What follows belongs to an exercise in optimizing a design on an open flow for small area; a production flow would make more cautious choices.
The RTL was checked by simulation tests, not by an equivalence proof against the original design.
Power and IR drop assume default switching activity.

### flow/area.abc
strash
&get -n
&dch -f
&nf -a -R 1000
&put
topo
### constraint.sdc
create_clock -name core_clock -period 10.0 [get_ports {clk}]
set_input_delay 2.0000 -clock core_clock [delete_from_list [all_inputs] [get_ports {clk}]]
set_output_delay 2.0000 -clock core_clock [all_outputs]
set_load 0.01 [all_outputs]
### config.mk
export PLATFORM = sky130hd
export DESIGN_NAME = epd_ctrl
export DESIGN_NICKNAME = epd_ctrl
export VERILOG_FILES = /design/flow/design.v
export SDC_FILE = /design/flow/constraint.sdc
export NUM_CORES = 4
export LEC_CHECK = 0
export CAP_MARGIN = 20
export CORE_MARGIN = 2
export CORE_UTILIZATION = 55
export PLACE_DENSITY = 0.7
export SLEW_MARGIN = 20
### standard.sh
#!/bin/bash
# synth_recipe.tcl (not shown) runs the flow's synth.tcl, then flattens the netlist and writes it again
# the make line also repeats each setting of config.mk as NAME=value (left out here)
make -C /OpenROAD-flow-scripts/flow DESIGN_CONFIG=/design/flow/config.mk WORK_HOME=/design/flow/orfs CLKGATE_MAP_FILE= SYNTH_SCRIPT=/design/flow/synth_recipe.tcl "${@:-finish}"
### design.v
module epd_ctrl (
    input  wire        clk,
    input  wire        rst,
    input  wire        bus_valid,
    input  wire        bus_write,
    input  wire [2:0]  bus_addr,
    input  wire [31:0] bus_wdata,
    output wire        bus_ready,
    output reg  [31:0] bus_rdata,
    output wire        pin_drv_en,
    output wire        pin_vdd,
    output wire        pin_vneg,
    output wire        pin_vpos,
    output wire        pin_le,
    output wire        pin_oe,
    output wire        pin_cl,
    output wire        pin_sph,
    output wire [7:0]  pin_d,
    output wire        pin_ckv,
    output wire        pin_gmode,
    output wire        pin_spv
);
    localparam N = 6;
    localparam [1:0] PWR_ON = 2'd3;
    localparam OP_NONE   = 4'd15;
    localparam OP_SET    = 4'd0;
    localparam OP_QCLK   = 4'd2;
    localparam OP_VSTART = 4'd3;
    localparam OP_VSTOP  = 4'd4;
    localparam OP_VWRITE = 4'd5;
    localparam OP_VSKIP  = 4'd6;
    localparam OP_VBULK  = 4'd7;
    localparam OP_HSTART = 4'd8;
    localparam OP_HWRITE = 4'd9;
    localparam OP_HSTOP  = 4'd10;
    localparam OP_GROUND = 4'd11;
    localparam [4:0] A_VDD0 = {4'd0, 1'b0}, A_VDD1 = {4'd0, 1'b1};
    localparam [4:0] A_VNEG0 = {4'd1, 1'b0}, A_VNEG1 = {4'd1, 1'b1};
    localparam [4:0] A_VPOS0 = {4'd2, 1'b0}, A_VPOS1 = {4'd2, 1'b1};
    localparam [4:0] A_OE0 = {4'd4, 1'b0}, A_OE1 = {4'd4, 1'b1};
    localparam S_IDLE      = 6'd0;
    localparam S_INIT      = 6'd1;
    localparam S_POFF0     = 6'd2;
    localparam S_POFF1     = 6'd3;
    localparam S_POFF2     = 6'd4;
    localparam S_POFF3     = 6'd5;
    localparam S_POFF4     = 6'd6;
    localparam S_BOARD     = 6'd7;
    localparam S_B1        = 6'd8;
    localparam S_B2        = 6'd9;
    localparam S_B3        = 6'd10;
    localparam S_B4        = 6'd11;
    localparam S_CMAP      = 6'd12;
    localparam S_FL_RET    = 6'd13;
    localparam S_FL        = 6'd14;
    localparam S_PASS      = 6'd15;
    localparam S_ROW       = 6'd16;
    localparam S_SKIP      = 6'd17;
    localparam S_LINE      = 6'd18;
    localparam S_BYTE      = 6'd19;
    localparam S_HSTOP     = 6'd20;
    localparam S_VW        = 6'd21;
    localparam S_NROW      = 6'd22;
    localparam S_VSTOP     = 6'd23;
    localparam S_DR        = 6'd24;
    localparam S_ALLOC     = 6'd25;
    localparam S_ZF        = 6'd26;
    localparam S_RMW       = 6'd27;
    localparam S_SP        = 6'd28;
    localparam S_PON0      = 6'd29;
    localparam S_PON1      = 6'd30;
    localparam S_PON2      = 6'd31;
    localparam S_PON3      = 6'd32;
    localparam S_PON4      = 6'd33;
    localparam S_PON5      = 6'd34;
    localparam S_PON6      = 6'd35;
    localparam S_PON8      = 6'd36;
    localparam S_SP_DONE   = 6'd37;
    localparam S_SC        = 6'd38;
    localparam S_SC_B      = 6'd39;
    localparam S_SC_HSTOP  = 6'd40;
    localparam S_SC_OE1    = 6'd41;
    localparam S_SC_VST    = 6'd42;
    localparam S_SC_BULK   = 6'd43;
    localparam S_SC_VSTOP  = 6'd44;
    localparam S_SC_OE0    = 6'd45;
    localparam S_SC_WAIT   = 6'd46;
    reg [5:0]  state;
    reg [8:0]  t;         
    reg [2:0]  op;        
    reg        colour;    
    reg [5:0]  px;        
    reg [4:0]  py;        
    reg        inr;       
    reg        init_done;
    reg [1:0]  power;
    reg        err_illegal;
    reg        err_noinit;
    reg        drv_en;
    reg [2:0]  cursor;
    reg [3:0]  ctile [0:N-1];
    reg [1:0]  wc;        
    reg [1:0]  by;        
    reg [2:0]  dy;        
    reg [4:0]  cnt;       
    reg [3:0]  sc;        
    reg [3:0]  s_op;
    reg [4:0]  s_arg;
    reg [8:0]  s_end;
    always @(*) begin
        s_op  = OP_NONE;
        s_arg = 5'd0;
        s_end = 9'd0;
        if (state == S_POFF0) begin s_op = OP_SET; s_arg = A_VPOS0; s_end = 9'd3; end
        else if (state == S_POFF1) begin s_op = OP_SET; s_arg = A_VNEG0; s_end = 9'd3; end
        else if (state == S_POFF2) begin s_end = 9'd402; end
        else if (state == S_POFF3) begin s_op = OP_GROUND; s_end = 9'd10; end
        else if (state == S_POFF4) begin s_op = OP_SET; s_arg = A_VDD0; s_end = 9'd4; end
        else if (state == S_B1) begin s_op = OP_SET; s_arg = A_VPOS0; s_end = 9'd3; end
        else if (state == S_B2) begin s_op = OP_SET; s_arg = A_VNEG0; s_end = 9'd3; end
        else if (state == S_B3) begin s_op = OP_GROUND; s_end = 9'd10; end
        else if (state == S_B4) begin s_op = OP_SET; s_arg = A_VDD0; s_end = 9'd3; end
        else if (state == S_CMAP) begin s_end = 9'd16; end
        else if (state == S_PASS) begin s_op = OP_VSTART; s_end = 9'd17; end
        else if (state == S_SKIP) begin s_op = OP_VSKIP; s_end = 9'd10; end
        else if (state == S_LINE) begin s_op = OP_HSTART; s_end = 9'd5; end
        else if (state == S_BYTE) begin s_op = OP_HWRITE; s_end = 9'd8; end
        else if (state == S_HSTOP) begin s_op = OP_HSTOP; s_end = 9'd6; end
        else if (state == S_VW) begin s_op = OP_VWRITE; s_end = 9'd24; end
        else if (state == S_VSTOP) begin s_op = OP_VSTOP; s_end = 9'd24; end
        else if (state == S_ZF) begin s_end = 9'd33; end
        else if (state == S_PON0) begin s_op = OP_SET; s_arg = A_VDD1; s_end = 9'd3; end
        else if (state == S_PON1) begin s_end = 9'd42; end
        else if (state == S_PON2) begin s_op = OP_SET; s_arg = A_VNEG1; s_end = 9'd3; end
        else if (state == S_PON3) begin s_end = 9'd202; end
        else if (state == S_PON4) begin s_op = OP_SET; s_arg = A_VPOS1; s_end = 9'd3; end
        else if (state == S_PON5) begin s_op = OP_VSTART; s_end = 9'd17; end
        else if (state == S_PON6) begin s_op = OP_QCLK; s_end = 9'd7; end
        else if (state == S_PON8) begin s_op = OP_VSTOP; s_end = 9'd24; end
        else if (state == S_SC) begin s_op = OP_HSTART; s_end = 9'd5; end
        else if (state == S_SC_B) begin s_op = OP_HWRITE; s_end = 9'd8; end
        else if (state == S_SC_HSTOP) begin s_op = OP_HSTOP; s_end = 9'd6; end
        else if (state == S_SC_OE1) begin s_op = OP_SET; s_arg = A_OE1; s_end = 9'd3; end
        else if (state == S_SC_VST) begin s_op = OP_VSTART; s_end = 9'd17; end
        else if (state == S_SC_BULK) begin s_op = OP_VBULK; s_end = 9'd25; end
        else if (state == S_SC_VSTOP) begin s_op = OP_VSTOP; s_end = 9'd23; end
        else if (state == S_SC_OE0) begin s_op = OP_SET; s_arg = A_OE0; s_end = 9'd3; end
        else if (state == S_SC_WAIT) begin s_end = 9'd23; end
    end
    wire last = (t == s_end);
    wire [7:0] hw_byte;
    wire [4:0] t5 = t[4:0];
    reg vdd, vneg, vpos, le, oe, cl, sph, ckv, gmode, spv;
    reg [7:0] d;
    assign pin_vdd = vdd;
    assign pin_vneg = vneg;
    assign pin_vpos = vpos;
    assign pin_le = le;
    assign pin_oe = oe;
    assign pin_cl = cl;
    assign pin_sph = sph;
    assign pin_d = d;
    assign pin_ckv = ckv;
    assign pin_gmode = gmode;
    assign pin_spv = spv;
    always @(posedge clk) begin
        if (rst) begin
            vdd <= 1'b0; vneg <= 1'b0; vpos <= 1'b0; le <= 1'b0; oe <= 1'b0;
            cl <= 1'b0; sph <= 1'b0; d <= 8'h00; ckv <= 1'b0; gmode <= 1'b0; spv <= 1'b0;
        end else begin
            case (s_op)
                OP_SET: if (t5 == 5'd2) begin
                    case (s_arg[4:1])
                        4'd0: vdd  <= s_arg[0];
                        4'd1: vneg <= s_arg[0];
                        4'd2: vpos <= s_arg[0];
                        default: oe <= s_arg[0];
                    endcase
                end
                OP_GROUND: case (t5)
                    5'd2: le    <= 1'b0;
                    5'd3: oe    <= 1'b0;
                    5'd4: cl    <= 1'b0;
                    5'd5: sph   <= 1'b0;
                    5'd6: d     <= 8'h00;
                    5'd7: ckv   <= 1'b0;
                    5'd8: gmode <= 1'b0;
                    5'd9: spv   <= 1'b0;
                    default: ;
                endcase
                OP_HSTART: case (t5)
                    5'd2: le  <= 1'b0;
                    5'd3: oe  <= 1'b0;
                    5'd4: sph <= 1'b0;
                    default: ;
                endcase
                OP_HWRITE: case (t5)
                    5'd2: d  <= hw_byte;
                    5'd4: cl <= 1'b1;
                    5'd6: cl <= 1'b0;
                    default: ;
                endcase
                OP_HSTOP: case (t5)
                    5'd2: le  <= 1'b1;
                    5'd4: le  <= 1'b0;
                    5'd5: sph <= 1'b1;
                    default: ;
                endcase
                OP_VSTART: case (t5)
                    5'd2: gmode <= 1'b1;
                    5'd3, 5'd8, 5'd13: ckv <= 1'b1;
                    5'd5, 5'd10, 5'd15: ckv <= 1'b0;
                    5'd7: spv <= 1'b0;
                    5'd12: spv <= 1'b1;
                    default: ;
                endcase
                OP_VSTOP: begin
                    if (t5 == 5'd2) gmode <= 1'b0;
                    else if (t5[0] && t5 >= 5'd3 && t5 <= 5'd21) ckv <= t5[1];
                end
                OP_QCLK: case (t5)
                    5'd2: ckv <= 1'b1;
                    5'd4: ckv <= 1'b0;
                    default: ;
                endcase
                OP_VWRITE: case (t5)
                    5'd2: ckv <= 1'b1;
                    5'd3: oe  <= 1'b1;
                    5'd9: oe  <= 1'b0;
                    5'd10: ckv <= 1'b0;
                    default: ;
                endcase
                OP_VSKIP: case (t5)
                    5'd2: ckv <= 1'b1;
                    5'd3: oe  <= 1'b1;
                    5'd5: oe  <= 1'b0;
                    5'd6: ckv <= 1'b0;
                    default: ;
                endcase
                OP_VBULK: case (t5)
                    5'd2: ckv <= 1'b1;
                    5'd11: ckv <= 1'b0;
                    default: ;
                endcase
                default: ;
            endcase
        end
    end
    assign pin_drv_en = drv_en;
    wire busy = (state != S_IDLE);
    wire cmd_wr = bus_valid && bus_write && (bus_addr == 3'd0);
    assign bus_ready = !(cmd_wr && busy);
    wire [31:0] status = {7'd0, drv_en, 5'd0, cursor, 6'd0, err_noinit, err_illegal,
                          2'd0, power, 2'd0, init_done, busy};
    always @(*) begin
        case (bus_addr)
            3'd1: bus_rdata = status;
            3'd2: bus_rdata = {16'd32, 16'd64};
            3'd3: bus_rdata = {16'd8, 16'd16};
            3'd4: bus_rdata = {4'd4, 1'b0, 2'd0, 1'b1, 8'd10, 8'd4, 8'd6};
            default: bus_rdata = 32'd0;
        endcase
    end
    wire [31:0] w = bus_wdata;
    wire w_legal = ((w[31:28] == 4'h1 || w[31:28] == 4'h4) && w[27:0] == 28'd0) ||
                   (w[31:28] == 4'h2 && w[26:24] == 3'd0) ||
                   (w[31:28] == 4'h3 && w[27:2] == 26'd0) ||
                   (w[31:28] == 4'h5 && w[26:0] == 27'd0);
    wire [1:0] mode = px[1:0];
    reg        rmw_d;     
    wire       drawing = state == S_DR || state == S_ALLOC || state == S_ZF || state == S_RMW || rmw_d;
    wire [3:0] lk_tile = drawing ? {py[4:3], px[5:4]} : {by, cnt[3:2]};
    wire [5:0] hv;
    genvar k;
    generate
        for (k = 0; k < N; k = k + 1) begin : g_cam
            assign hv[k] = (k < cursor) && (ctile[k] == lk_tile);
        end
    endgenerate
    wire       hit = |hv;
    wire       h_hi = hv[1] | hv[3] | hv[5];
    wire [1:0] h_lo = {hv[4] | hv[5], hv[2] | hv[3]};
    wire row_resident = (cursor > 3'd0 && ctile[0][3:2] == by) ||
                        (cursor > 3'd1 && ctile[1][3:2] == by) ||
                        (cursor > 3'd2 && ctile[2][3:2] == by) ||
                        (cursor > 3'd3 && ctile[3][3:2] == by) ||
                        (cursor > 3'd4 && ctile[4][3:2] == by) ||
                        (cursor > 3'd5 && ctile[5][3:2] == by);
    reg  [1:0]    ph;
    reg  [32*13-1:0] q0, q1, q2;
    wire          t_hi = hit ? h_hi : cursor[0];
    wire [1:0]    t_lo = hit ? h_lo : cursor[2:1];
    wire [4:0]    ridx = drawing ? {t_hi, py[2:0], px[3]} : {t_hi, dy, cnt[1]};
    wire [12:0]   tap  = q0[ridx*13 +: 13];
    wire          at_tap = (ph == t_lo);
    wire [15:0] rd_pair  = gdec(tap);
    wire [3:0]  pix_sh   = 4'd14 - {px[2:0], 1'b0};
    wire [15:0] pix_code = colour ? 16'h02 : 16'h01;
    wire [15:0] pix_new  = (rd_pair & ~(16'h03 << pix_sh)) | (pix_code << pix_sh);
    wire        rmw_en   = (state == S_DR && inr && hit) || (state == S_ZF && t[5])
                           || state == S_RMW || rmw_d;
    wire        rmw_go   = rmw_en && at_tap;
    wire        zf_go    = (state == S_CMAP);
    wire [12:0] wval     = zf_go ? 13'd0 : genc(pix_new);
    reg  [7:0]  sg;
    wire [7:0]  tap_byte  = cnt[0] ? rd_pair[7:0] : rd_pair[15:8];
    wire [7:0]  line_byte = !hit ? 8'h00 : at_tap ? tap_byte : sg;
    wire [7:0] clr_byte = (sc == 4'd0) ? (colour ? 8'h55 : 8'hAA)
                                       : (colour ? 8'hAA : 8'h55);
    assign hw_byte = (op == 3'd5) ? clr_byte : line_byte;
    integer r;
    always @(posedge clk) begin
        if (rst) ph <= 2'd0;
        else     ph <= ph[1] ? 2'd0 : ph + 2'd1;
        if (at_tap) sg <= tap_byte;
        q0 <= q1;
        q1 <= q2;
        for (r = 0; r < 32; r = r + 1)
            q2[r*13 +: 13] <= ((rmw_go && ridx == r) || zf_go)
                              ? wval : q0[r*13 +: 13];
    end
    function [3:0] pdec(input [2:0] c);
        pdec = (c[1] & c[0]) ? {2'b10, 1'b0, c[2]} : {1'b0, c[2], c[1:0]};
    endfunction
    function [2:0] penc(input [3:0] p);
        penc = {p[3] ? p[0] : p[2], p[3] | p[1], p[3] | p[0]};
    endfunction
    function [15:0] gdec(input [12:0] g);
        reg [2:0] c [0:3];
        reg [3:0] m;
        integer i;
        begin
            m = 4'd0;
            if (!g[12]) begin
                c[0] = g[11:9]; c[1] = g[8:6]; c[2] = g[5:3]; c[3] = g[2:0];
            end else if (!g[11]) begin
                m[g[10:9]] = 1'b1;
                c[0] = g[8:6];
                c[1] = (g[10:9] == 2'd0) ? g[8:6] : g[5:3];
                c[2] = (g[10:9] == 2'd3) ? g[2:0] : g[5:3];
                c[3] = g[2:0];
            end else begin
                m = g[10:7];
                c[0] = g[5:3];
                c[1] = m[0] ? g[5:3] : g[2:0];
                c[2] = (m[0] & m[1]) ? g[5:3] : g[2:0];
                c[3] = (m[0] & m[1] & m[2]) ? g[5:3] : g[2:0];
            end
            for (i = 0; i < 4; i = i + 1)
                gdec[15-4*i -: 4] = m[i] ? 4'b1010 : pdec(c[i]);
        end
    endfunction
    function [12:0] genc(input [15:0] v);
        reg [3:0] e;
        reg [2:0] c [0:3];
        reg [2:0] u, w;
        integer i;
        begin
            for (i = 0; i < 4; i = i + 1) begin
                e[i] = v[15-4*i] & v[13-4*i];
                c[i] = penc(v[15-4*i -: 4]);
            end
            u = !e[0] ? c[0] : !e[1] ? c[1] : !e[2] ? c[2] : c[3];
            w = (!e[0] & !e[1]) ? c[1] : ((!e[0] | !e[1]) & !e[2]) ? c[2] : c[3];
            if (e == 4'd0)
                genc = {1'b0, c[0], c[1], c[2], c[3]};
            else if (e == 4'b0001) genc = {2'b10, 2'd0, c[1], c[2], c[3]};
            else if (e == 4'b0010) genc = {2'b10, 2'd1, c[0], c[2], c[3]};
            else if (e == 4'b0100) genc = {2'b10, 2'd2, c[0], c[1], c[3]};
            else if (e == 4'b1000) genc = {2'b10, 2'd3, c[0], c[1], c[2]};
            else
                genc = {2'b11, e, 1'b0, (e[0] + e[1] + e[2] + e[3] >= 3) ? (e == 4'b1111 ? 3'd0 : u) : u,
                        (e[0] + e[1] + e[2] + e[3] >= 3) ? 3'd0 : w};
        end
    endfunction
    always @(posedge clk) begin
        if (rst) begin
            state       <= S_IDLE;
            t           <= 9'd0;
            init_done   <= 1'b0;
            power       <= 2'd0;
            err_illegal <= 1'b0;
            err_noinit  <= 1'b0;
            drv_en      <= 1'b0;
            rmw_d       <= 1'b0;
        end else begin
            rmw_d <= state == S_RMW || (state == S_ZF && last);
            t     <= last ? 9'd0 : t + 9'd1;
            if (state == S_ZF && t == 9'd32) begin
                ctile[cursor] <= {py[4:3], px[5:4]};
                cursor        <= cursor + 3'd1;
            end
            if (state == S_CMAP && t == 9'd15) cursor <= 3'd0;
            if (last) case (state)
                S_IDLE: begin
                    if (cmd_wr) begin
                        if (!w_legal)
                            err_illegal <= 1'b1;
                        else if (!init_done && w[31:28] != 4'h1)
                            err_noinit <= 1'b1;
                        else begin
                            op     <= w[30:28];
                            colour <= w[27];
                            px     <= w[5:0];
                            py     <= w[16:12];
                            inr    <= (w[11:6] == 6'd0) && (w[23:17] == 7'd0);
                            case (w[31:28])
                                4'h1:    state <= S_INIT;
                                4'h2:    state <= S_DR;
                                4'h3:    state <= S_SP;
                                4'h4:    state <= S_FL;
                                default: state <= S_CMAP;
                            endcase
                        end
                    end
                end
                S_INIT:  state <= (init_done && power == PWR_ON) ? S_POFF0 : S_BOARD;
                S_BOARD: begin drv_en <= 1'b1; state <= S_B1; end
                S_B1:    state <= S_B2;
                S_B2:    state <= S_B3;
                S_B3:    state <= S_B4;
                S_B4:    state <= S_CMAP;
                S_POFF0: state <= S_POFF1;
                S_POFF1: state <= S_POFF2;
                S_POFF2: state <= S_POFF3;
                S_POFF3: state <= S_POFF4;
                S_POFF4: state <= (op == 3'd1) ? S_BOARD : S_SP_DONE;
                S_CMAP: begin
                    case (op)
                        3'd1: begin
                            power     <= 2'd0;
                            init_done <= 1'b1;
                            state     <= S_IDLE;
                        end
                        3'd5: begin
                            sc    <= 4'd0;
                            state <= S_SC;
                        end
                        default: state <= S_FL_RET;
                    endcase
                end
                S_FL_RET: begin
                    case (op)
                        3'd2:    state <= S_ALLOC;
                        3'd3:    state <= S_POFF0;
                        default: state <= S_IDLE;
                    endcase
                end
                S_FL: begin
                    wc    <= 2'd0;
                    state <= S_PASS;
                end
                S_PASS: begin
                    by    <= 2'd0;
                    state <= S_ROW;
                end
                S_ROW: begin
                    cnt <= 5'd0;
                    dy  <= 3'd0;
                    state <= row_resident ? S_LINE : S_SKIP;
                end
                S_SKIP: begin
                    cnt <= cnt + 5'd1;
                    state <= (cnt == 5'd7) ? S_NROW : S_SKIP;
                end
                S_LINE: begin
                    cnt   <= 5'd0;
                    state <= S_BYTE;
                end
                S_BYTE: begin
                    cnt <= cnt + 5'd1;
                    state <= (cnt == 5'd15) ? S_HSTOP : S_BYTE;
                end
                S_HSTOP: state <= S_VW;
                S_VW: begin
                    dy <= dy + 3'd1;
                    state <= (dy == 3'd7) ? S_NROW : S_LINE;
                end
                S_NROW: begin
                    by <= by + 2'd1;
                    state <= (by == 2'd3) ? S_VSTOP : S_ROW;
                end
                S_VSTOP: begin
                    wc <= wc + 2'd1;
                    state <= (wc == 2'd3) ? S_CMAP : S_PASS;
                end
                S_DR: begin
                    if (!inr)
                        state <= S_IDLE;
                    else if (hit)
                        state <= S_RMW;
                    else if (cursor == N)
                        state <= S_FL;
                    else
                        state <= S_ALLOC;
                end
                S_ALLOC: state <= S_ZF;
                S_ZF:    state <= S_IDLE;
                S_RMW:   state <= S_IDLE;
                S_SP: begin
                    if (mode == power)
                        state <= S_IDLE;
                    else if (mode == PWR_ON)
                        state <= S_PON0;
                    else if (power == PWR_ON)
                        state <= S_FL;
                    else
                        state <= S_SP_DONE;
                end
                S_PON0: state <= S_PON1;
                S_PON1: state <= S_PON2;
                S_PON2: state <= S_PON3;
                S_PON3: state <= S_PON4;
                S_PON4: state <= S_PON5;
                S_PON5: begin
                    cnt   <= 5'd0;
                    state <= S_PON6;
                end
                S_PON6: begin
                    cnt <= cnt + 5'd1;
                    state <= (cnt == 5'd31) ? S_PON8 : S_PON6;
                end
                S_PON8, S_SP_DONE: begin
                    power <= mode;
                    state <= S_IDLE;
                end
                S_SC: begin
                    cnt   <= 5'd0;
                    state <= S_SC_B;
                end
                S_SC_B: begin
                    cnt <= cnt + 5'd1;
                    state <= (cnt == 5'd15) ? S_SC_HSTOP : S_SC_B;
                end
                S_SC_HSTOP: state <= S_SC_OE1;
                S_SC_OE1:   state <= S_SC_VST;
                S_SC_VST: begin
                    cnt   <= 5'd0;
                    state <= S_SC_BULK;
                end
                S_SC_BULK: begin
                    cnt <= cnt + 5'd1;
                    state <= (cnt == 5'd31) ? S_SC_VSTOP : S_SC_BULK;
                end
                S_SC_VSTOP: state <= S_SC_OE0;
                S_SC_OE0:   state <= S_SC_WAIT;
                S_SC_WAIT: begin
                    sc <= sc + 4'd1;
                    state <= (sc == 4'd10) ? S_IDLE : S_SC;
                end
                default: state <= S_IDLE;
            endcase
        end
    end
endmodule
### flow/run.sh
#!/bin/bash
# Own layout flow: the standard layout (standard.sh), with these changes in how
# the layout is made:
#  - synthesis is the standard synthesis (synth_recipe.tcl), except that ABC maps
#    the combinational logic with an area-oriented script (flow/area.abc);
#    registers, their names and cell types are those of the standard synthesis;
#  - clock tree synthesis runs without dummy loads and with small clock buffers;
#  - the port buffers are the smallest buffer cell.
# Each tool's full output goes to a log file in the work folder.
set -euo pipefail
W=$(pwd)
cat > "$W/own_synth.tcl" <<EOT
proc abc {args} {
  set i [lsearch \$args -script]
  if {\$i >= 0} { lset args [expr {\$i + 1}] {$W/flow/area.abc} }
  yosys abc {*}\$args
}
source {$W/synth_recipe.tcl}
EOT
sed "s#SYNTH_SCRIPT=[^ ]*synth_recipe.tcl#SYNTH_SCRIPT=$W/own_synth.tcl#" standard.sh > own_standard.sh
grep -q "SYNTH_SCRIPT=$W/own_synth.tcl" own_standard.sh
export CTS_ARGS="-sink_clustering_enable -repair_clock_nets -dont_use_dummy_load -sink_clustering_size 10 -sink_clustering_max_diameter 45 -buf_list {sky130_fd_sc_hd__clkbuf_4}"
export BUFFER_PORTS_ARGS="-inputs -outputs -buffer_cell sky130_fd_sc_hd__buf_1"
bash own_standard.sh synth > synth.log 2>&1
bash own_standard.sh > layout.log 2>&1
test -s out/final.def
==> results of run 1 <==
==> routing by layer <==
| layer | vias up | routed length, µm | share of wire, % | track usage [%] |
|---|---|---|---|---|
| li1 | 13182 | - | - | - |
| met1 | 12926 | 46500 | 46 | 38.6 |
| met2 | 858 | 45000 | 45 | 42.0 |
| met3 | 180 | 6260 | 6.2 | 4.48 |
| met4 | 2 | 2520 | 2.5 | 9.36 |
| met5 | - | 13 | 0.013 | 0 |
==> area by class of cell <==
cell class | instances | area (µm²)
sequential | 1357 | 27800
fill | 6045 | 28300
antenna | 6 | 15.0
multi-input combinational | 2175 | 11500
tap | 950 | 1190
clock buffer | 160 | 1200
timing repair buffer | 172 | 1040
inverter | 38 | 143
==> worst max-delay path by stage <==
stage / from / to / cells past startpoint
detailed placement: state[3] / q2[303] / 37
floorplan: state[4] / q2[109] / 30
finish: state[3] / q2[303] / 34
global route: state[3] / q2[173] / 37
CTS: state[3] / q2[303] / 37
global placement: state[3] / q2[329] / 37
==> critical path: cells and delay by family, from the launching register on <==
kind                       cells  cell delay [ps]
DFF                            1              580
muxes                          1              660
buffers and inverters          6             1280
AOI/OAI and AO/OA             14             2710
and+or+nand+nor               10             2720
adders and majority gates      3             1030
==> metrics by stage <==
step           setup slack, ps  std cells
6_report                   878       4858
5_1_grt                   66.6       4858
2_1_floorplan              153       3589
4_1_cts                    854       4852
3_5_place_dp               895       4692
3_3_place_gp              1030       4691
==> cells in the final DEF, fill, tap and decap left out, types with 5 or more instances in the layout <==
master / instances
sky130_fd_sc_hd__a2111oi_0: 8
sky130_fd_sc_hd__a211oi_1: 5
sky130_fd_sc_hd__a21o_1: 10
sky130_fd_sc_hd__a21oi_1: 119
sky130_fd_sc_hd__a22oi_1: 124
sky130_fd_sc_hd__a311oi_1: 5
sky130_fd_sc_hd__a31oi_1: 11
sky130_fd_sc_hd__a41oi_1: 5
sky130_fd_sc_hd__and2_0: 18
sky130_fd_sc_hd__and3_1: 23
sky130_fd_sc_hd__buf_1: 73
sky130_fd_sc_hd__buf_4: 96
sky130_fd_sc_hd__clkbuf_4: 160
sky130_fd_sc_hd__clkinv_1: 38
sky130_fd_sc_hd__conb_1: 16
sky130_fd_sc_hd__dfxtp_1: 1298
sky130_fd_sc_hd__diode_2: 6
sky130_fd_sc_hd__edfxtp_1: 59
sky130_fd_sc_hd__ha_1: 23
sky130_fd_sc_hd__mux2_1: 8
sky130_fd_sc_hd__mux2i_1: 27
sky130_fd_sc_hd__nand2_1: 563
sky130_fd_sc_hd__nand2b_1: 15
sky130_fd_sc_hd__nand3_1: 43
sky130_fd_sc_hd__nand4_1: 38
sky130_fd_sc_hd__nor2_1: 197
sky130_fd_sc_hd__nor2_2: 13
sky130_fd_sc_hd__nor2_4: 6
sky130_fd_sc_hd__nor2b_1: 21
sky130_fd_sc_hd__nor3_1: 85
sky130_fd_sc_hd__nor3b_1: 7
sky130_fd_sc_hd__nor4_1: 28
sky130_fd_sc_hd__nor4b_1: 5
sky130_fd_sc_hd__o211ai_1: 10
sky130_fd_sc_hd__o21ai_0: 531
sky130_fd_sc_hd__o21ai_2: 7
sky130_fd_sc_hd__o22ai_1: 103
sky130_fd_sc_hd__or4_1: 9
sky130_fd_sc_hd__xnor2_1: 24
sky130_fd_sc_hd__xor2_1: 21
==> cells in the mapped netlist (3+ instances only) <==
cell type and number:
sky130_fd_sc_hd__dfxtp_1 1298, sky130_fd_sc_hd__nand2_1 567, sky130_fd_sc_hd__o21ai_0 539, sky130_fd_sc_hd__nor2_1 216, sky130_fd_sc_hd__a22oi_1 124, sky130_fd_sc_hd__a21oi_1 120
sky130_fd_sc_hd__o22ai_1 103, sky130_fd_sc_hd__nor3_1 85, sky130_fd_sc_hd__edfxtp_1 59, sky130_fd_sc_hd__nand3_1 43, sky130_fd_sc_hd__clkinv_1 38, sky130_fd_sc_hd__nand4_1 38
sky130_fd_sc_hd__nor4_1 29, sky130_fd_sc_hd__mux2i_1 27, sky130_fd_sc_hd__xnor2_1 24, sky130_fd_sc_hd__and3_1 23, sky130_fd_sc_hd__ha_1 23, sky130_fd_sc_hd__nor2b_1 21
sky130_fd_sc_hd__xor2_1 21, sky130_fd_sc_hd__buf_4 19, sky130_fd_sc_hd__and2_0 18, sky130_fd_sc_hd__nand2b_1 15, sky130_fd_sc_hd__a31oi_1 11, sky130_fd_sc_hd__a21o_1 10
sky130_fd_sc_hd__o211ai_1 10, sky130_fd_sc_hd__or4_1 9, sky130_fd_sc_hd__a2111oi_0 8, sky130_fd_sc_hd__mux2_1 8, sky130_fd_sc_hd__nor3b_1 7, sky130_fd_sc_hd__a211oi_1 6
sky130_fd_sc_hd__nor4b_1 6, sky130_fd_sc_hd__a311oi_1 5, sky130_fd_sc_hd__a41oi_1 5, sky130_fd_sc_hd__o2111ai_1 4, sky130_fd_sc_hd__or2_0 4, sky130_fd_sc_hd__a22o_1 3
sky130_fd_sc_hd__o311ai_0 3, sky130_fd_sc_hd__o31ai_1 3, sky130_fd_sc_hd__or3_1 3
==> cell families after synthesis <==
| logic type | count (synthesis) | synth area share [%] |
|---|---|---|
| adder cells (fa/ha/maj) | 24 | 0.782 |
| buffers and inverters | 57 | 0.725 |
| other | 1 | 0.00953 |
| AO/OA/AOI/OAI | 967 | 14.0 |
| XOR/XNOR | 45 | 1.00 |
| flip-flops | 1357 | 70.5 |
| AND/OR/NAND/NOR | 1088 | 12.0 |
| multiplexers | 35 | 0.916 |
==> power breakdown <==
group          internal (mW)  total [mW]  switching [mW]
registers               5.45        5.45         0.00337
logic                 0.0117      0.0356          0.0239
clock network          0.737        2.32            1.59
total                   6.20        7.81            1.62
==> repair_timing <==
item / CTS / global route
hold endpoints to repair: 0 / 0
resized for setup: 0 / 1
setup endpoints to repair: 0 / 103
==> state kept, by name, indices dropped and copies added, names as in the netlist, 2 cells and up <==
name,flops
t,9
sc,4
dy,3
cursor,3
ph,2
state,6
cnt,5
by,2
power,2
d,8
px,6
q0,416
wc,2
op,3
ctile,24
sg,8
q1,416
q2,416
py,5
==> out/metrics.csv, run 1 <==
metric,value,unit
synthFlopType,sky130_fd_sc_hd__dfxtp_1,
leakagePower,15.9,nW
hold_buffers,0,
layout_cells_sized_above_1,7.51,%
path_clk_slew,110,ps
syn_inst,3574,
yosys-top-cells-area,"sky130_fd_sc_hd__dfxtp_1 66%, sky130_fd_sc_hd__o21ai_0 6.9%, sky130_fd_sc_hd__nand2_1 5.4%, sky130_fd_sc_hd__edfxtp_1 4.5%, sky130_fd_sc_hd__a22oi_1 2.4%",
clk_buf_depth,3,
floorplan.initialDensity,55.3,%
ctsRootBufferMaster,sky130_fd_sc_hd__clkbuf_4,
die_footprint,73700,µm²
fp-row-count,98,
rr_worst_depth,34,
area_growth,8.88,%
clock-sinks,1357,
grt.total_usage,27.1,%
cpMaxStageDelayCell,sky130_fd_sc_hd__nor4_1,
nNetsFinal,3967,
crit_type,register to register,
placed_area,41600,µm²
postLayoutCoreUtil,60.2,%
grt_pass1_wl,154000,µm
reg2reg_from,state[3],
yosys_register_bits,1357,
detail_route.iter0.violations,2154,
worstHoldStart,q1[159],
timing.final.crit_period,9120,ps
finalHoldViolCount,0,
critical-path-max-stage-delay,900,ps
power.density_cell_area,182,nW/µm²
startpoint_kind_of_the_worst_setup_timing_path,register,
floorplan.die.height,271,µm
overflow,0,
synth_enable_flop_cells,59,
stdcell_area,42800,µm²
postCtsSetupBuffers,0,
floorplan.core_area,71100,µm²
fin_crit_sh,91.2,%
tritoncts,built,
antenna_left,0,
die_w,271,µm
min_path_cells,0,
grt_antenna_before_repair,6,
hp-class,register to register,
ir_worst_vdd,0.126,mV
place.detailed.hpwl,66400,µm
drt_drc_violations_left,0,
clock_skew,117,ps
clk_latency,1060,ps
detail_route.wirelength,100000,µm
min_to,q0[159],
vias_in_the_first_global_route,25997,
setup_violations,0,
p_total,7.81,mW
worst_pin_slew,1120,ps
routed_via_count,27148,
required,10890,ps
cell_variety_after_synth,52,
design.portCount,91,
async_flop_share,0,%
worst_ep_arrival_time,10010,ps
outcome,no timing/DRC/antenna violations,
vias_per_cell,5.59,
yosys_warn_count,3,
wl_per_cell,20.6,µm
critical_path_peak_fanout,33,
synth.yosys.seq_area_share,70.5,%
h-tree-depth,4,
r2r-end,q2[303],
timing.reg2reg.setup_slack,880,ps
setup.worst_path.end_class,register,
detail_route.first_pass.iterations,5,
grt_setup_unrepaired,no,
slew-limit-headroom,25.2,%
finalSetupTns,0,ps
number_of_buffers_inserted_during_clock_tree_synthesis,160,
synthDominantAreaCellType,sky130_fd_sc_hd__dfxtp_1,
gpl.final_weighted_congestion,0.966,
post_synthesis_average_cell_area,11.0,µm²
timing.fmax,110,MHz
critPathMostFrequentCell,sky130_fd_sc_hd__a21oi_1,
port_buffers,74,
final-max-slew-violation-count,0,
post_synth_instance_area,39400,µm²
final.hold.worst_slack,270,ps
largest_net_degree_at_the_start_of_global_routing,57,
max-cap-violations,0,
fraction_of_synthesized_cell_area_taken_by_the_top_area_cell_type,66.0,%
==> run 2, diff against run 1 <==
==> flow/area.abc (replaced) <==
strash
&get -n
&dch -f
&nf -a -R 1000
&put
strash
&get -n
&dch -f
&nf -a -R 1000
&put
topo
==> run 2 against run 1 <==
Final cell count is 0.95% lower. Worst setup slack worse by 35 ps. Highest routed layer is now met4. Critical path depth is 3 lower. Non-clock buffer count is 8 higher. Cell area is 0.37% lower. Power is 0.12% higher.
==> out/metrics.csv, run 2 <==
metric,value,unit,change
outcome,no timing/DRC/antenna violations,,
cell_variety_after_synth,60,,+15%
critical_path_peak_fanout,32,,-3.0%
async_flop_share,0,%,unchanged
p_total,7.82,mW,+0.12%
drt_drc_violations_left,0,,unchanged
antenna_left,0,,unchanged
timing.fmax,109,MHz,-0.38%
post_synthesis_average_cell_area,11.1,µm²,+0.73%
yosys_register_bits,1357,,unchanged
yosys.cell_count.top_type,sky130_fd_sc_hd__dfxtp_1,,
leakagePower,15.7,nW,-1.2%
sequentialPowerShare,69.7,%,about the same
num-fill-cells,5890,,-2.6%
port_buffers,74,,unchanged
ir_worst_vdd,0.145,mV,+15%
place.detailed.hpwl,69700,µm,+5.1%
layoutNonFillerInstCount,4812,,-0.95%
floorplan.die.height,271,µm,-0.21%
critPathMostFrequentCell,sky130_fd_sc_hd__o21ai_0,,
overflow,0,,unchanged
swShare,20.8,%,+0.13 points
startpoint_kind_of_the_worst_setup_timing_path,register,,
hp-class,register to register,,
crit_type,register to register,,
top_regs,"q0: 416 flops, q1: 416 flops, q2: 416 flops",,
clk_buf_depth,3,,unchanged
synthDominantAreaCellType,sky130_fd_sc_hd__dfxtp_1,,
postLayoutCoreUtil,60.7,%,+0.50 points
yosys_warn_count,3,,unchanged
path_delay_family,simple AND/OR/NAND/NOR gates,,
grt_setup_unrepaired,no,,
yosys-top-cells-area,"sky130_fd_sc_hd__dfxtp_1 66%, sky130_fd_sc_hd__o21ai_0 6.9%, sky130_fd_sc_hd__nand2_1 5.1%, sky130_fd_sc_hd__edfxtp_1 4.5%, sky130_fd_sc_hd__a22oi_1 2.4%",,
max-cap-violations,0,,unchanged
power.density_cell_area,183,nW/µm²,+0.49%
syn_inst,3533,,-1.1%
path_clk_slew,110,ps,about the same
fraction_of_synthesized_cell_area_taken_by_the_top_area_cell_type,66.3,%,+0.28 points
worst-path-buf-inv,5,,-1
layout_cells_sized_above_1,7.47,%,-0.039 points
tritoncts,built,,
nNetsFinal,3934,,-0.83%
synthFlopType,sky130_fd_sc_hd__dfxtp_1,,
power_switching,1.63,mW,+0.74%
reg2reg_from,state[5],,
vias_per_cell,5.67,,+1.4%
clk_latency,1060,ps,about the same
placed_cells_incl_taps,4649,,-0.92%
finalSetupTns,0,ps,unchanged
post_synth_instance_area,39200,µm²,-0.43%
post_synth_most_frequent_cells,"1,298 x sky130_fd_sc_hd__dfxtp_1, 537 x sky130_fd_sc_hd__nand2_1, 537 x sky130_fd_sc_hd__o21ai_0",,
number_of_buffers_inserted_during_clock_tree_synthesis,160,,unchanged
clock_skew,135,ps,+18.7 ps
worst_ep_arrival_time,10050,ps,+40 ps
detail_route.wirelength,104000,µm,+4.2%
clock-sinks,1357,,unchanged
slew-limit-headroom,28.7,%,+3.5 points
ctsRootBufferMaster,sky130_fd_sc_hd__clkbuf_4,,
synth_enable_flop_cells,59,,unchanged
routed_via_count,27278,,+0.48%
grt_antenna_before_repair,4,,-2
most-common-layout-cells,"1,298 x sky130_fd_sc_hd__dfxtp_1, 536 x sky130_fd_sc_hd__nand2_1, 530 x sky130_fd_sc_hd__o21ai_0, 191 x sky130_fd_sc_hd__nor2_1, 160 x sky130_fd_sc_hd__clkbuf_4",,
final-max-slew-violation-count,0,,unchanged
detail_route.iter0.violations,2739,,+27%
area_growth,8.95,%,about the same
finalHoldViolCount,0,,unchanged
setup_violations,0,,unchanged
fin_ws,844,ps,-34.7 ps
postCtsSetupBuffers,0,,unchanged
worst_pin_slew,1070,ps,-52.0 ps
wl_per_cell,21.7,µm,+5.2%
grt.total_usage,28.5,%,+1.4 points
clockPowerShare,29.8,%,about the same
die_footprint,73400,µm²,-0.42%
setup.worst_path.end_class,register,,
grt_pass1_wl,160000,µm,+3.8%
cpMaxStageDelayCell,sky130_fd_sc_hd__nor4_1,,
layout_commonest_cell,sky130_fd_sc_hd__dfxtp_1,,
fin_crit_sh,91.6,%,+0.35 points
design.portCount,91,,unchanged
worstHoldStart,q2[276],,
largest_net_degree_at_the_start_of_global_routing,41,,-28%
required,10890,ps,about the same
setup_ws_pre_cts,333,ps,-563 ps
h-tree-depth,4,,unchanged
floorplan.core_area,70300,µm²,-1.2%
floorplan.initialDensity,55.8,%,+0.43 points
comb_power_share,0.5,%,about the same
vias_in_the_first_global_route,26545,,+2.1%
fp-row-count,97,,-1.0%
gpl.final_weighted_congestion,0.985,,+1.9%
die_w,271,µm,-0.21%
synth.yosys.seq_area_share,70.8,%,+0.30 points
critical-path-max-stage-delay,900,ps,about the same
p_int,6.19,mW,about the same
startpoint,state[5],,
detail_route.first_pass.iterations,8,,+3
timing.final.crit_period,9160,ps,+34.7 ps
-- run 2: cell count changes after synthesis, sizes merged, moves of 5 or more --
cell	before	now
o22ai	103	112
nor3	85	79
a211oi	6	13
or2	4	11
o211ai	10	5
nand3	43	52
nor2	216	195
nand2b	15	20
a21oi	120	134
a2111oi	8	2
xor2	21	15
nand4	38	25
nand2	567	537
-- run 2: worst paths after layout --
check	end	slack, ps	depth (start not counted)
setup / recovery	q2[79]	840	31
hold / removal	q1[276]	250	0
setup reg to reg	q2[79]	840	31
hold reg to reg	q1[276]	250	0
-- run 2: logic make-up after synthesis --
kind of cell	Yosys count	share of synthesized area (%)
AO/OA/AOI/OAI	984	14.3
adder cells (fa/ha/maj)	24	0.786
XOR/XNOR	42	0.939
flip-flops	1357	70.8
other	1	0.00957
buffers and inverters	59	0.747
multiplexers	30	0.789
AND/OR/NAND/NOR	1036	11.5
-- run 2: stage by stage --
step	cell area, µm²	hold slack (ps)
floorplan	39200	310
global placement	41500	309
detailed placement	41500	312
CTS	42700	251
global route	42700	242
finish	42700	245
-- run 2: power groups by stage --
stage	Clock (mW)	Sequential, mW	Combinational, mW
3_3_place_gp	0	5.57	0.0376
3_5_place_dp	0	5.57	0.0378
6_report	2.33	5.45	0.0385
5_1_grt	2.62	5.45	0.0423
4_1_cts	2.39	5.45	0.0380
2_1_floorplan	0	5.57	0.0235
-- run 2: timing repair --
item	CTS	global route
hold buffers	0	0
setup endpoints to repair	0	277
resized for setup	0	5
-- run 2: final cells by class --
cell class	count	area (µm²)	area share, %
Antenna cell	3	7.51	0.0176
Multi-Input combinational cell	2132	11300	26.5
Inverter	40	150	0.352
Timing Repair Buffer	180	1100	2.57
Sequential cell	1357	27800	65.0
Tap cell	940	1180	2.76
Clock buffer	160	1200	2.81
-- run 2: per-layer routing --
| metal | routed length [µm] | GRT usage, % |
|---|---|---|
| met1 | 46100 | 38.3 |
| met2 | 47600 | 45.2 |
| met3 | 6640 | 4.82 |
| met4 | 4180 | 12.7 |
| met5 | 0 | 0 |
==> run 3, diff against run 2 <==
--- a/config.mk
+++ b/config.mk
@@ -7,3 +7,3 @@
 export LEC_CHECK = 0
-export CAP_MARGIN = 20
+export CAP_MARGIN = 0
 export CORE_MARGIN = 2
@@ -11,2 +11,2 @@
 export PLACE_DENSITY = 0.7
-export SLEW_MARGIN = 20
+export SLEW_MARGIN = 0
==> run 3 against run 2 <==
Via count decreased by 0.18%. Global-route usage decreased by 0.062 points. Fmax about the same. Flip-flop and latch count unchanged. Sequential share of layout area about the same. Synthesized cell count unchanged. Critical path depth decreased by 1. Register-to-register slack about the same. Cell area about the same. Final cell count about the same. Critical endpoint is now q2[235]. Largest cell class unchanged. Largest power group unchanged. Highest routed layer unchanged.
==> out/metrics.csv, run 3 <==
metric,value,unit,change
fraction_of_synthesized_cell_area_taken_by_the_top_area_cell_type,66.3,%,unchanged
cpMaxStageDelayCell,sky130_fd_sc_hd__nor4_1,,
stdcell_area,42700,µm²,about the same
synthDominantAreaCellType,sky130_fd_sc_hd__dfxtp_1,,
die_w,271,µm,unchanged
yosys_warn_count,3,,unchanged
floorplan.die.height,271,µm,unchanged
largest_net_degree_at_the_start_of_global_routing,41,,unchanged
synthFlopType,sky130_fd_sc_hd__dfxtp_1,,
p_total,7.81,mW,about the same
grt_setup_unrepaired,no,,
reg2reg_from,state[2],,
yosys-top-cells-area,"sky130_fd_sc_hd__dfxtp_1 66%, sky130_fd_sc_hd__o21ai_0 6.9%, sky130_fd_sc_hd__nand2_1 5.1%, sky130_fd_sc_hd__edfxtp_1 4.5%, sky130_fd_sc_hd__a22oi_1 2.4%",,
clk_buf_depth,3,,unchanged
worst_ep_arrival_time,9950,ps,-100 ps
top_signal_layer_used,met4,,
wl_met1,45400,µm,-1.5%
post_synthesis_average_cell_area,11.1,µm²,unchanged
worst_pin_slew,1140,ps,+73.1 ps
number_of_buffers_inserted_during_clock_tree_synthesis,160,,unchanged
top_regs,"q0: 416 flops, q1: 416 flops, q2: 416 flops",,
grt.total_usage,28.4,%,-0.062 points
synth_enable_flop_cells,59,,unchanged
postLayoutCoreUtil,60.7,%,about the same
setup_ws_pre_cts,346,ps,+12.9 ps
grt_pass1_wl,159000,µm,-0.32%
wl_per_cell,21.6,µm,-0.37%
clock_skew,111,ps,-24.1 ps
num-fill-cells,5841,,-0.83%
antenna_left,0,,unchanged
die_footprint,73400,µm²,unchanged
floorplan.core_area,70300,µm²,unchanged
h-tree-depth,4,,unchanged
area_growth,8.94,%,about the same
yosys.cell_count.top_type,sky130_fd_sc_hd__dfxtp_1,,
layout_cells_sized_above_1,7.47,%,unchanged
required,10800,ps,-90 ps
detail_route.first_pass.iterations,6,,-2
vias_in_the_first_global_route,26547,,+0.0075%
critical-path-max-stage-delay,960,ps,+60 ps
vias_per_cell,5.66,,-0.20%
fin_crit_sh,91.5,%,about the same
slew-limit-headroom,24.0,%,-4.7 points
worstHoldStart,q1[405],,
finalSetupTns,0,ps,unchanged
synth.yosys.seq_area_share,70.8,%,unchanged
ir_worst_vdd,0.128,mV,-11%
routed_via_count,27229,,-0.18%
path_clk_slew,100,ps,about the same
hold_buffers,0,,unchanged
setup.worst_path.end_class,register,,
final-max-slew-violation-count,0,,unchanged
placed_cells_incl_taps,4649,,unchanged
startpoint_kind_of_the_worst_setup_timing_path,register,,
post_synth_most_frequent_cells,"1,298 x sky130_fd_sc_hd__dfxtp_1, 537 x sky130_fd_sc_hd__nand2_1, 537 x sky130_fd_sc_hd__o21ai_0",,
overflow,0,,unchanged
post_synth_instance_area,39200,µm²,unchanged
fin_ws,846,ps,+2.46 ps
cell_variety_after_synth,60,,unchanged
drt_drc_violations_left,0,,unchanged
gpl.final_weighted_congestion,0.985,,unchanged
yosys_register_bits,1357,,unchanged
setup_violations,0,,unchanged
fp-row-count,97,,unchanged
design.portCount,91,,unchanged
nNetsFinal,3934,,unchanged
outcome,no timing/DRC/antenna violations,,
postCtsSetupBuffers,0,,unchanged
routed-wl-met3,6990,µm,+5.3%
critical_path_peak_fanout,32,,unchanged
async_flop_share,0,%,unchanged
finalHoldViolCount,0,,unchanged
leakagePower,15.7,nW,about the same
timing.reg2reg.setup_slack,850,ps,about the same
placed_area,41500,µm²,unchanged
critPathMostFrequentCell,sky130_fd_sc_hd__o21ai_0,,
port_buffers,74,,unchanged
clock-sinks,1357,,unchanged
most-common-layout-cells,"1,298 x sky130_fd_sc_hd__dfxtp_1, 536 x sky130_fd_sc_hd__nand2_1, 530 x sky130_fd_sc_hd__o21ai_0, 191 x sky130_fd_sc_hd__nor2_1, 160 x sky130_fd_sc_hd__clkbuf_4",,
grt_antenna_before_repair,3,,-1
place.detailed.hpwl,69700,µm,about the same
met2WireLength,47300,µm,-0.71%
startpoint,state[2],,
hp-class,register to register,,
clk_latency,1050,ps,about the same
max-cap-violations,0,,unchanged
timing.final.crit_period,9150,ps,-2.46 ps
final.hold.worst_slack,276,ps,+30.6 ps
layoutNonFillerInstCount,4813,,+0.021%
detail_route.wirelength,104000,µm,-0.35%
ctsRootBufferMaster,sky130_fd_sc_hd__clkbuf_4,,
tritoncts,built,,
syn_inst,3533,,unchanged
detail_route.iter0.violations,2520,,-8.0%
timing.fmax,109,MHz,about the same
crit_type,register to register,,
layout_commonest_cell,sky130_fd_sc_hd__dfxtp_1,,
power.density_cell_area,183,nW/µm²,about the same
floorplan.initialDensity,55.8,%,unchanged
## run 3: cell counts after synthesis
Identical to the previous run, type by type.
## run 3: cells by family (layout without fill, tap and decap cells)
group	after synthesis	count (layout)	synth area share, %
adders and majority gates	24	24	0.786
muxes	30	30	0.789
DFF	1357	1357	70.8
and+or+nand+nor	1036	1036	11.5
xor gates and xnor gates	42	42	0.939
other	1	20	0.00957
AOI/OAI and AO/OA	984	984	14.3
buffers and inverters	59	380	0.747
## run 3: cell type report
| class | count | area (µm²) | area share (%) |
|---|---|---|---|
| flip-flops and latches | 1357 | 27800 | 65.0 |
| multi-input cells | 2132 | 11300 | 26.5 |
| clock buffers | 160 | 1200 | 2.81 |
| well taps | 940 | 1180 | 2.76 |
| repair buffers | 180 | 1100 | 2.57 |
| inverters | 40 | 150 | 0.352 |
| diodes | 4 | 10.0 | 0.0235 |
## run 3: where the power goes
group | switching [mW] | leakage [nW] | internal, mW
sequential | 0.00382 | 11.0 | 5.44
clock | 1.59 | 0.736 | 0.737
combinational | 0.0263 | 3.98 | 0.0120
## run 3: critical path, delay by kind of cell, from the launching register on
family                   cells  cell delay [ps]
AO/OA/AOI/OAI               11             1940
flip-flops                   1              580
multiplexers                 1              840
buffers and inverters        4              950
AND/OR/NAND/NOR             11             3690
adder cells (fa/ha/maj)      3              970
## run 3: worst paths after layout
path         endpoint  cells past startpoint
min reg2reg   q0[405]                      0
max reg2reg   q2[235]                     30
min           q0[405]                      0
max           q2[235]                     30
## run 3: timing repair
action,CTS,global route
setup endpoints to repair,0,277
endpoints found under the hold margin,0,0
gates resized for setup,0,5
## run 3: layer usage
metal  GRT usage, %  vias to the layer above
li1               -                    13079
met1           37.9                    12746
met2           45.0                     1121
met4           13.3                        0
met3           5.17                      283
met5              0                        -
==> run 4, diff against run 3 <==
--- a/flow/run.sh
+++ b/flow/run.sh
@@ -21,3 +21,3 @@
 grep -q "SYNTH_SCRIPT=$W/own_synth.tcl" own_standard.sh
-export CTS_ARGS="-sink_clustering_enable -repair_clock_nets -dont_use_dummy_load -sink_clustering_size 10 -sink_clustering_max_diameter 45 -buf_list {sky130_fd_sc_hd__clkbuf_4}"
+export CTS_ARGS="-sink_clustering_enable -repair_clock_nets -dont_use_dummy_load -sink_clustering_size 16 -sink_clustering_max_diameter 60 -buf_list {sky130_fd_sc_hd__clkbuf_4 sky130_fd_sc_hd__clkbuf_8}"
 export BUFFER_PORTS_ARGS="-inputs -outputs -buffer_cell sky130_fd_sc_hd__buf_1"
==> flow/area.abc (replaced) <==
strash
&get -n
&dch -f
&nf -a -R 1000
&put
topo
--- a/config.mk
+++ b/config.mk
@@ -7,6 +7,7 @@
 export LEC_CHECK = 0
-export CAP_MARGIN = 0
+export CAP_MARGIN = 20
 export CORE_MARGIN = 2
-export CORE_UTILIZATION = 55
-export PLACE_DENSITY = 0.7
-export SLEW_MARGIN = 0
+export CORE_UTILIZATION = 65
+export GPL_TIMING_DRIVEN = 0
+export PLACE_DENSITY = 0.8
+export SLEW_MARGIN = 20
==> run 4 against run 3 <==
Still clean. Global-route usage is 2.1 points higher. Area after synthesis is 0.43% higher. Clock power is 3% higher. Clock-buffer cell count is 63 lower. Sequential power hardly changed. Highest routed layer unchanged.
==> out/metrics.csv, run 4 <==
metric,value,unit,change
setup.worst_path.end_class,register,,
yosys_warn_count,3,,unchanged
worst_pin_slew,1260,ps,+125 ps
final.hold.worst_slack,292,ps,+15.8 ps
layout_commonest_cell,sky130_fd_sc_hd__dfxtp_1,,
cell_variety_after_synth,52,,-13%
timing.fmax,105,MHz,-4.1%
overflow,0,,unchanged
num-fill-cells,4247,,-27%
timing.final.crit_period,9540,ps,+391 ps
required,10550,ps,-250 ps
cpMaxStageDelayCell,sky130_fd_sc_hd__nor4_1,,
design.portCount,91,,unchanged
port_buffers,74,,unchanged
stdcell_area,43400,µm²,+1.6%
detail_route.first_pass.iterations,6,,unchanged
post_synth_instance_area,39400,µm²,+0.43%
post_synthesis_average_cell_area,11.0,µm²,-0.72%
synth_enable_flop_cells,59,,unchanged
vias_per_cell,5.88,,+4.0%
critPathMostFrequentCell,sky130_fd_sc_hd__a21oi_1,,
grt_antenna_before_repair,2,,-1
floorplan.initialDensity,65.4,%,+9.7 points
post_synth_most_frequent_cells,"1,298 x sky130_fd_sc_hd__dfxtp_1, 567 x sky130_fd_sc_hd__nand2_1, 539 x sky130_fd_sc_hd__o21ai_0",,
finalHoldViolCount,0,,unchanged
tritoncts,built,,
die_footprint,62500,µm²,-15%
syn_inst,3574,,+1.2%
antenna_left,0,,unchanged
clock_skew,102,ps,-9.48 ps
worst_ep_arrival_time,10100,ps,+150 ps
fin_crit_sh,95.4,%,+3.9 points
crit_type,register to register,,
wl_per_cell,20.8,µm,-3.7%
startpoint_kind_of_the_worst_setup_timing_path,register,,
synthFlopType,sky130_fd_sc_hd__dfxtp_1,,
synth.yosys.seq_area_share,70.5,%,-0.30 points
postLayoutCoreUtil,72.1,%,+11 points
yosys-top-cells-area,"sky130_fd_sc_hd__dfxtp_1 66%, sky130_fd_sc_hd__o21ai_0 6.9%, sky130_fd_sc_hd__nand2_1 5.4%, sky130_fd_sc_hd__edfxtp_1 4.5%, sky130_fd_sc_hd__a22oi_1 2.4%",,
fin_ws,455,ps,-391 ps
setup_violations,0,,unchanged
synthDominantAreaCellType,sky130_fd_sc_hd__dfxtp_1,,
max-cap-violations,0,,unchanged
detail_route.wirelength,96200,µm,-7.6%
h-tree-depth,3,,-1
fp-row-count,90,,-7.2%
floorplan.core_area,60100,µm²,-14%
critical_path_peak_fanout,26,,-19%
placed_cells_incl_taps,4516,,-2.9%
clk_buf_depth,3,,unchanged
placed_area,42000,µm²,+1.3%
layout_cells_sized_above_1,6.79,%,-0.68 points
power.density_cell_area,182,nW/µm²,-0.55%
top_regs,"q0: 416 flops, q1: 416 flops, q2: 416 flops",,
grt_pass1_wl,149000,µm,-6.3%
critical-path-max-stage-delay,810,ps,-150 ps
die_w,250,µm,-7.7%
floorplan.die.height,250,µm,-7.7%
largest_net_degree_at_the_start_of_global_routing,38,,-7.3%
setup_ws_pre_cts,-473,ps,-818 ps
clock-sinks,1357,,unchanged
layoutNonFillerInstCount,4616,,-4.1%
yosys.cell_count.top_type,sky130_fd_sc_hd__dfxtp_1,,
yosys_register_bits,1357,,unchanged
detail_route.iter0.violations,2510,,-0.40%
number_of_buffers_inserted_during_clock_tree_synthesis,97,,-39%
ctsRootBufferMaster,sky130_fd_sc_hd__clkbuf_8,,
place.detailed.hpwl,64800,µm,-7.0%
final-max-slew-violation-count,0,,unchanged
clk_latency,740,ps,-310 ps
async_flop_share,0,%,unchanged
hold_buffers,0,,unchanged
area_growth,10.2,%,
leakagePower,16.1,nW,+2.4%
fraction_of_synthesized_cell_area_taken_by_the_top_area_cell_type,66.0,%,-0.28 points
routed_via_count,27163,,-0.24%
outcome,no timing/DRC/antenna violations,,
p_total,7.90,mW,+1.1%
vias_in_the_first_global_route,26710,,+0.61%
most-common-layout-cells,"1,298 x sky130_fd_sc_hd__dfxtp_1, 559 x sky130_fd_sc_hd__nand2_1, 530 x sky130_fd_sc_hd__o21ai_0, 174 x sky130_fd_sc_hd__nor2_1, 124 x sky130_fd_sc_hd__a22oi_1",,
ir_worst_vdd,0.155,mV,+21%
path_clk_slew,100,ps,about the same
finalSetupTns,0,ps,unchanged
gpl.final_weighted_congestion,0.989,,+0.44%
hp-class,register to register,,
drt_drc_violations_left,0,,unchanged
grt_setup_unrepaired,no,,
nNetsFinal,3896,,-0.97%
slew-limit-headroom,15.0,%,-9.0 points
grt.total_usage,30.5,%,+2.1 points
run 4: cell count changes in the layout (fill, tap and decap cells not counted), moves of 13 or more:
cell	change
sky130_fd_sc_hd__a21oi_1	-16
sky130_fd_sc_hd__buf_4	-73
sky130_fd_sc_hd__buf_8	+20
sky130_fd_sc_hd__clkbuf_4	-160
sky130_fd_sc_hd__clkbuf_8	+97
sky130_fd_sc_hd__nand2_1	+23
sky130_fd_sc_hd__nand4_1	+13
sky130_fd_sc_hd__nor2_1	-17
sky130_fd_sc_hd__nor2_2	+32
run 4: cell families after synthesis:
logic type / share of synthesized area, %
flip-flops: 70.5
AND/OR/NAND/NOR: 12.0
AO/OA/AOI/OAI: 14.0
buffers and inverters: 0.725
XOR/XNOR: 1.00
multiplexers: 0.916
adder cells (fa/ha/maj): 0.782
other: 0.00953
run 4: repair_timing:
action,CTS,global route
buffers inserted,0,0
resized for setup,5,7
hold endpoints to repair,0,0
endpoints found under the setup margin,40,314
run 4: metal layers:
layer	vias up	track usage, %	wire length, µm
met5	-	0	0
met4	0	12.9	3800
met3	229	4.72	6980
met2	1033	48.3	43300
met1	12913	42.1	42100
li1	12988	-	-
run 4: cell type report:
class | instances | area [µm²] | area share [%]
buffer | 19 | 143 | 0.329
timing repair buffer | 145 | 1300 | 2.99
tap | 782 | 978 | 2.26
clock buffer | 97 | 1340 | 3.08
inverter | 38 | 143 | 0.329
antenna | 3 | 7.51 | 0.0173
sequential | 1357 | 27800 | 64.0
multi-input combinational | 2175 | 11700 | 27.0
run 4: path summary, 6_finish.rpt:
path	from	end	slack, ps	cells past startpoint
worst max register to register	state[3]	q2[120]	460	33
worst min register to register	q2[223]	q1[223]	290	0
worst max-delay path	state[3]	q2[120]	460	33
worst min-delay path	q2[223]	q1[223]	290	0
run 4: worst max-delay path: cells and delay by family, from the launching register on:
family / cells / cell delay [ps]
flip-flops: 1 / 720
multiplexers: 1 / 780
AND/OR/NAND/NOR: 9 / 2520
buffers and inverters: 6 / 1160
AO/OA/AOI/OAI: 14 / 3110
adder cells (fa/ha/maj): 3 / 1070
run 4: power by group:
group,internal (mW),total (mW),leakage (nW),switching (mW)
Combinational,0.0169,0.0423,4.39,0.0254
Sequential,5.45,5.45,11.0,0.00360
Clock,0.869,2.41,0.697,1.54
Total,6.33,7.90,16.1,1.57

[what the ideal ports hide]
Ports are ideal in the flow. The routed layouts listed here were re-timed in OpenROAD. Step 1 assumes that a clkbuf_16 drives the clock port and a buf_2 every other input. Step 2 adds t to the input delays and takes it off the output delays; t is the mean of the earliest and latest rising clock arrival at the registers after step 1. Input paths then give back, and output paths get back, about the clock's delay inside the block. Three values: no drivers, after step 1, after step 2; two values: the first two.
| run | t, ns | slack for setup (ns) | slew at the worst register clock pin (ns) | worst data-port slew with drivers (ns) |
|---|---|---|---|---|
| run 1 | 1.069 | 0.878 / 0.878 / 0.878 | 0.11 / 0.11 | 0.03 |
| run 2 | 1.049 | 0.844 / 0.844 / 0.844 | 0.11 / 0.11 | 0.03 |
| run 3 | 1.054 | 0.846 / 0.846 / 0.846 | 0.11 / 0.11 | 0.03 |
| run 4 | 0.748 | 0.455 / 0.455 / 0.455 | 0.10 / 0.10 | 0.03 |
After both steps setup and hold are still met in every run listed.
